Context: an optimization exercise on an open-source flow, tuned for small area. The choices shown serve that exercise and are no tape-out recipe.
Only simulation tests tie the RTL to the original design; equivalence was not proved.
No activity file was given, so power comes from the tool's default toggle rates.

Design smcore_monitor, start of the top module:
module smcore_monitor (
    input  wire        clk,
    input  wire        rst,             
    input  wire        ms_tick,         
    input  wire        start,           
    input  wire        clear_latch,     
    input  wire [47:0] ain,             
    input  wire [3:0]  din,             
    input  wire [15:0] cfg_gain,
    input  wire [15:0] cfg_offset,
    input  wire [15:0] cfg_z1,
    input  wire [15:0] cfg_z2,
    input  wire [15:0] cfg_z3,
    input  wire [15:0] cfg_z4,
    input  wire [15:0] cfg_prox,
    input  wire [3:0]  cfg_ai_en,
    input  wire [3:0]  cfg_di_en,
    input  wire [3:0]  cfg_di_high,
    input  wire        cfg_auto_reset,
    output wire        ready,
    output reg         done,
    output wire        relay,
    output wire        indicator,
    output reg  [2:0]  safety_status,
    output reg  [4:0]  zone_status,
    output reg         prox_alert,
    output reg  [3:0]  safety_error,
    output reg  [47:0] ai_mv,           
    output wire [3:0]  di_status
);
Size: about 470 flip-flops, roughly 250 I/O pins, about 0.019 mm2 of cells after synthesis.
clock: 17.0 ns
lec_check: 0
cap_margin: 20
core_margin: 2
core_utilization: 60
cts_buf_list: sky130_fd_sc_hd__clkbuf_2
place_density: 0.75
slew_margin: 20
run.sh (not shown) runs the stock make flow with config.mk's settings and CLKGATE_MAP_FILE= SYNTH_SCRIPT=/design/flow/synth_recipe.tcl, a recipe that flattens the netlist after the stock synthesis.
Rerun with:
- CORE_UTILIZATION: 60 -> 40
- CTS_BUF_LIST: sky130_fd_sc_hd__clkbuf_2 -> sky130_fd_sc_hd__clkbuf_4
- PLACE_DENSITY: 0.75 -> 0.6
=> The new run ran to the end with no violations; synthesized area does not change; count of clock-buffer cells in the layout grows by 28; cell area climbs by 3.3%; synthesized cell count is unchanged; sequential share of layout area drops by 1.4 points; global-route usage fell by 7.2 points; sequential power hardly moves; routed wire length grows by 5.1%; worst hold slack got worse by 8.6 ps; die area goes up by 49%.
Rerun with:
- CTS_BUF_LIST: sky130_fd_sc_hd__clkbuf_4 -> unset
=> The new run passed the timing, design-rule and antenna checks. Final area is higher by 0.61%. Synthesized cell count stays the same. Total power goes up by 5.8%. First-iteration DRC count came out higher by 3.5%. Sequential power hardly moves. Combinational power hardly moves.
Rerun with:
==> flow/flow/run.sh (new file) <==
#!/bin/bash
# Layout flow: the standard ORFS flow (standard.sh), with two changes:
#  - ports are buffered with the smallest buffer (sky130_fd_sc_hd__buf_1)
#  - clock tree: clkbuf_8 leaf clusters of at most 16 sinks, no dummy loads
# The full make/OpenROAD/Yosys output goes to flow_make.log in this folder.
set -euo pipefail
export BUFFER_PORTS_ARGS="-buffer_cell sky130_fd_sc_hd__buf_1"
export CTS_ARGS="-sink_clustering_enable -repair_clock_nets -dont_use_dummy_load -buf_list sky130_fd_sc_hd__clkbuf_8 -sink_clustering_size 16 -sink_clustering_max_diameter 60"
bash standard.sh > flow_make.log 2>&1
==> flow/standard.sh (new file) <==
#!/bin/bash
# synth_recipe.tcl (not shown) runs the flow's synth.tcl, then flattens the netlist and writes it again
# the make line also repeats each setting of config.mk as NAME=value (left out here)
make -C /OpenROAD-flow-scripts/flow DESIGN_CONFIG=/design/flow/config.mk WORK_HOME=/design/flow/orfs CLKGATE_MAP_FILE= SYNTH_SCRIPT=/design/flow/synth_recipe.tcl "${@:-finish}"
- CORE_UTILIZATION: 40 -> 60
- PLACE_DENSITY: 0.6 -> 0.75
removed: flow/run.sh
Combinational power falls by about 4%.
Critical path depth rises by 10.
Worst setup slack improved by 240 ps.
Rerun with:
==> flow/run.sh (new file) <==
#!/bin/bash
# synth_recipe.tcl (not shown) runs the flow's synth.tcl, then flattens the netlist and writes it again
# the make line also repeats each setting of config.mk as NAME=value (left out here)
make -C /OpenROAD-flow-scripts/flow DESIGN_CONFIG=/design/flow/config.mk WORK_HOME=/design/flow/orfs CLKGATE_MAP_FILE= SYNTH_SCRIPT=/design/flow/synth_recipe.tcl finish
- CTS_BUF_LIST: unset -> sky130_fd_sc_hd__clkbuf_16
- CTS_CLUSTER_DIAMETER: unset -> 80
- CTS_CLUSTER_SIZE: unset -> 24
removed: flow/flow/run.sh
removed: flow/standard.sh
Final cell count does not change.
Clock-buffer cell count shrinks by 13.
Hold slack is better by 17 ps.
Clock power grows by 16%.
Design area grows by 8.4%.

---

Another version of the RTL of smcore_monitor (not shown whole).
Size in the first run: ~1,500 cells after synthesis, roughly 450 flip-flops, ~17,000 um^2 of cells after synthesis.
Settings: LEC_CHECK=0, CAP_MARGIN=20, CORE_MARGIN=2, CORE_UTILIZATION=60, PLACE_DENSITY=0.75, SLEW_MARGIN=20; clock period 17.0 ns.
standard.sh (not shown) runs the stock make flow with config.mk's settings and CLKGATE_MAP_FILE= SYNTH_SCRIPT=/design/flow/synth_recipe.tcl, a recipe that flattens the netlist after the stock synthesis.
==> flow/flow/run.sh <==
#!/bin/bash
# Layout flow: the standard ORFS flow (standard.sh), with two changes:
#  - ports are buffered with the smallest buffer (sky130_fd_sc_hd__buf_1)
#  - clock tree: clkbuf_16 leaf clusters of at most 30 sinks, no dummy loads
# The full make/OpenROAD/Yosys output goes to flow_make.log in this folder.
set -euo pipefail
export BUFFER_PORTS_ARGS="-buffer_cell sky130_fd_sc_hd__buf_1"
export CTS_ARGS="-sink_clustering_enable -repair_clock_nets -dont_use_dummy_load -buf_list sky130_fd_sc_hd__clkbuf_16 -sink_clustering_size 30 -sink_clustering_max_diameter 100"
bash standard.sh > flow_make.log 2>&1
The starting point passed the timing, design-rule and antenna checks.
==> next run, changes <==
==> flow/flow/run.sh (replaced) <==
#!/bin/bash
# Layout flow: the standard ORFS flow (standard.sh), with two changes:
#  - ports are buffered with the smallest buffer (sky130_fd_sc_hd__buf_1)
#  - clock tree: clkbuf_8 leaf clusters of at most 16 sinks, no dummy loads
# The full make/OpenROAD/Yosys output goes to flow_make.log in this folder.
set -euo pipefail
export BUFFER_PORTS_ARGS="-buffer_cell sky130_fd_sc_hd__buf_1"
export CTS_ARGS="-sink_clustering_enable -repair_clock_nets -dont_use_dummy_load -buf_list sky130_fd_sc_hd__clkbuf_8 -sink_clustering_size 16 -sink_clustering_max_diameter 60"
bash standard.sh > flow_make.log 2>&1
Effect: The changed run completed without violations; global-route usage grows by 0.23 points; sequential power stays flat; non-clock buffer count stays the same; combinational power hardly moves; clock-buffer cell count grows by 17; routed wire length grows by 0.89%; fmax grows by about 0.3%; cell count grows by 0.81%; total power stays flat; sequential share of layout area hardly moves; flip-flop and latch count does not change.

---

smcore_monitor, a different RTL version from the one above (not shown whole).
For scale: about 1,400 cells after synthesis, roughly 440 flip-flops, roughly 250 I/O pins, roughly 16,000 sq um of cells after synthesis.
==> flow/design.v (excerpt) <==
module smcore_monitor (
    input  wire        clk,
    input  wire        rst,             
    input  wire        ms_tick,         
    input  wire        start,           
    input  wire        clear_latch,     
    input  wire [47:0] ain,             
    input  wire [3:0]  din,             
    input  wire [15:0] cfg_gain,
    input  wire [15:0] cfg_offset,
    input  wire [15:0] cfg_z1,
    input  wire [15:0] cfg_z2,
    input  wire [15:0] cfg_z3,
    input  wire [15:0] cfg_z4,
    input  wire [15:0] cfg_prox,
    input  wire [3:0]  cfg_ai_en,
    input  wire [3:0]  cfg_di_en,
    input  wire [3:0]  cfg_di_high,
    input  wire        cfg_auto_reset,
    output wire        ready,
    output reg         done,
    output wire        relay,
    output wire        indicator,
    output wire [2:0]  safety_status,
    output wire [4:0]  zone_status,
    output reg         prox_alert,
    output reg  [3:0]  safety_error,
    output reg  [47:0] ai_mv,           
    output wire [3:0]  di_status
);
Settings: LEC_CHECK=0, CAP_MARGIN=20, CORE_MARGIN=2, CORE_UTILIZATION=60, PLACE_DENSITY=0.75, SLEW_MARGIN=20; clock period 17.0 ns.
==> flow/flow/run.sh <==
#!/bin/bash
# Layout flow: the standard ORFS flow (standard.sh), with two changes:
#  - ports are buffered with the smallest buffer (sky130_fd_sc_hd__buf_1)
#  - clock tree: clkbuf_8/clkbuf_16, leaf clusters of at most 30 sinks,
#    no dummy loads
# The full make/OpenROAD/Yosys output goes to flow_make.log in this folder.
set -euo pipefail
export BUFFER_PORTS_ARGS="-buffer_cell sky130_fd_sc_hd__buf_1"
export CTS_ARGS="-sink_clustering_enable -repair_clock_nets -dont_use_dummy_load -buf_list {sky130_fd_sc_hd__clkbuf_8 sky130_fd_sc_hd__clkbuf_16} -sink_clustering_size 30 -sink_clustering_max_diameter 100"
bash standard.sh > flow_make.log 2>&1
The baseline finished clean.
Rerun with:
==> flow/flow/run.sh (replaced) <==
#!/bin/bash
# Layout flow: the standard ORFS flow (standard.sh), with two changes:
#  - ports are buffered with the smallest buffer (sky130_fd_sc_hd__buf_1)
#  - clock tree: clkbuf_16 leaf clusters of at most 30 sinks, no dummy loads
# The full make/OpenROAD/Yosys output goes to flow_make.log in this folder.
set -euo pipefail
export BUFFER_PORTS_ARGS="-buffer_cell sky130_fd_sc_hd__buf_1"
export CTS_ARGS="-sink_clustering_enable -repair_clock_nets -dont_use_dummy_load -buf_list sky130_fd_sc_hd__clkbuf_16 -sink_clustering_size 30 -sink_clustering_max_diameter 100"
bash standard.sh > flow_make.log 2>&1
Effect:
- total power does not change
- die area stays the same
- register-to-register slack barely changes
- clock-buffer cell count does not change

---

Another version of the RTL of smcore_monitor (not shown whole).
For scale: roughly 440 flip-flops, roughly 250 I/O pins, ~17000 um^2 of cells after synthesis.
==> flow/design.v (excerpt) <==
module smcore_monitor (
    input  wire        clk,
    input  wire        rst,             
    input  wire        ms_tick,         
    input  wire        start,           
    input  wire        clear_latch,     
    input  wire [47:0] ain,             
    input  wire [3:0]  din,             
    input  wire [15:0] cfg_gain,
    input  wire [15:0] cfg_offset,
    input  wire [15:0] cfg_z1,
    input  wire [15:0] cfg_z2,
    input  wire [15:0] cfg_z3,
    input  wire [15:0] cfg_z4,
    input  wire [15:0] cfg_prox,
    input  wire [3:0]  cfg_ai_en,
    input  wire [3:0]  cfg_di_en,
    input  wire [3:0]  cfg_di_high,
    input  wire        cfg_auto_reset,
    output wire        ready,
    output reg         done,
    output wire        relay,
    output wire        indicator,
    output wire [2:0]  safety_status,
    output wire [4:0]  zone_status,
    output reg         prox_alert,
    output reg  [3:0]  safety_error,
    output reg  [47:0] ai_mv,           
    output wire [3:0]  di_status
);
==> flow/config.mk <==
export PLATFORM = sky130hd
export DESIGN_NAME = smcore_monitor
export DESIGN_NICKNAME = smcore_monitor
export VERILOG_FILES = /design/flow/design.v
export SDC_FILE = /design/flow/constraint.sdc
export NUM_CORES = 4
export LEC_CHECK = 0
export CAP_MARGIN = 20
export CORE_MARGIN = 2
export CORE_UTILIZATION = 60
export CTS_BUF_LIST = sky130_fd_sc_hd__clkbuf_16
export CTS_CLUSTER_DIAMETER = 80
export CTS_CLUSTER_SIZE = 24
export PLACE_DENSITY = 0.75
export SLEW_MARGIN = 20
==> flow/constraint.sdc <==
create_clock -name core_clock -period 17.0 [get_ports {clk}]
set_input_delay 3.4000 -clock core_clock [delete_from_list [all_inputs] [get_ports {clk}]]
set_output_delay 3.4000 -clock core_clock [all_outputs]
set_load 0.01 [all_outputs]
run.sh (not shown) runs the stock make flow with config.mk's settings and CLKGATE_MAP_FILE= SYNTH_SCRIPT=/design/flow/synth_recipe.tcl, a recipe that flattens the netlist after the stock synthesis.
Stock flow here: none of the scripts above is used.
Next try:
==> flow/flow/run.sh (new file) <==
#!/bin/bash
# Layout flow: the standard ORFS flow (standard.sh), with two changes:
#  - ports are buffered with the smallest buffer (sky130_fd_sc_hd__buf_1)
#  - clock tree: clkbuf_16 leaf clusters of at most 30 sinks, no dummy loads
# The full make/OpenROAD/Yosys output goes to flow_make.log in this folder.
set -euo pipefail
export BUFFER_PORTS_ARGS="-buffer_cell sky130_fd_sc_hd__buf_1"
export CTS_ARGS="-sink_clustering_enable -repair_clock_nets -dont_use_dummy_load -buf_list sky130_fd_sc_hd__clkbuf_16 -sink_clustering_size 30 -sink_clustering_max_diameter 100"
bash standard.sh > flow_make.log 2>&1
==> flow/standard.sh (new file) <==
#!/bin/bash
# synth_recipe.tcl (not shown) runs the flow's synth.tcl, then flattens the netlist and writes it again
# the make line also repeats each setting of config.mk as NAME=value (left out here)
make -C /OpenROAD-flow-scripts/flow DESIGN_CONFIG=/design/flow/config.mk WORK_HOME=/design/flow/orfs CLKGATE_MAP_FILE= SYNTH_SCRIPT=/design/flow/synth_recipe.tcl "${@:-finish}"
Settings changed: CTS_BUF_LIST sky130_fd_sc_hd__clkbuf_16 to not set, CTS_CLUSTER_DIAMETER 80 to not set, CTS_CLUSTER_SIZE 24 to not set.
removed: flow/run.sh
Effect:
- clock power goes down by 14%
- synthesized cell count does not change
- synthesized area stays the same

-- static timing again, ports no longer ideal --
In the flow no input, the clock included, has a driving cell. The finished layouts below were timed again as built, in two steps. Step 1, drivers: a clkbuf_16 drives clk and a buf_2 each remaining input, both assumed. Step 2 adds t to the input delays and takes it off the output delays; t is the mean of the earliest and latest rising clock arrival at the registers after step 1. Input paths then give back, and output paths get back, about the clock's delay inside the block. Three values: ideal ports, drivers, drivers and shift; two values: the first two.
run | t (ns) | slack for setup (ns) | worst hold slack (ns) | clock arrival spread, ns | worst register clock-pin slew, ns
the first run of note 1 | 1.008 | 10.911 / 10.911 / 10.401 | 0.307 / 0.307 / 0.307 | 0.060 / 0.061 | 0.12 / 0.12
the second run of note 1 | 0.863 | 11.227 / 11.201 / 10.389 | 0.299 / 0.299 / 0.299 | 0.049 / 0.049 | 0.07 / 0.07
the third run of note 1 | 0.627 | 10.985 / 11.014 / 10.386 | 0.309 / 0.309 / 0.309 | 0.020 / 0.021 | 0.07 / 0.07
the fourth run of note 1 | 0.575 | 11.227 / 11.227 / 10.716 | 0.302 / 0.302 / 0.302 | 0.061 / 0.061 | 0.10 / 0.10
the fifth run of note 1 | 0.601 | 10.929 / 10.929 / 10.400 | 0.319 / 0.319 / 0.319 | 0.020 / 0.020 | 0.10 / 0.10
the first run of note 2 | 0.557 | 6.016 / 6.016 / 6.016 | 0.314 / 0.314 / 0.314 | 0.053 / 0.052 | 0.11 / 0.11
the second run of note 2 | 0.577 | 6.049 / 6.049 / 6.049 | 0.286 / 0.286 / 0.286 | 0.084 / 0.085 | 0.10 / 0.10
the first run of note 3 | 0.546 | 6.214 / 6.214 / 6.005 | 0.326 / 0.326 / 0.326 | 0.047 / 0.047 | 0.12 / 0.12
the second run of note 3 | 0.546 | 6.214 / 6.214 / 6.005 | 0.326 / 0.326 / 0.326 | 0.047 / 0.047 | 0.12 / 0.12
the first run of note 4 | 0.591 | 6.676 / 6.676 / 6.136 | 0.319 / 0.319 / 0.319 | 0.025 / 0.025 | 0.09 / 0.09
the second run of note 4 | 0.554 | 6.452 / 6.452 / 6.452 | 0.332 / 0.332 / 0.332 | 0.018 / 0.019 | 0.11 / 0.11
After both steps every run listed still meets setup and hold. The setup slack of the second run of note 1, which loses most, moves by -0.026 ns with the drivers and by -0.838 ns with both steps.
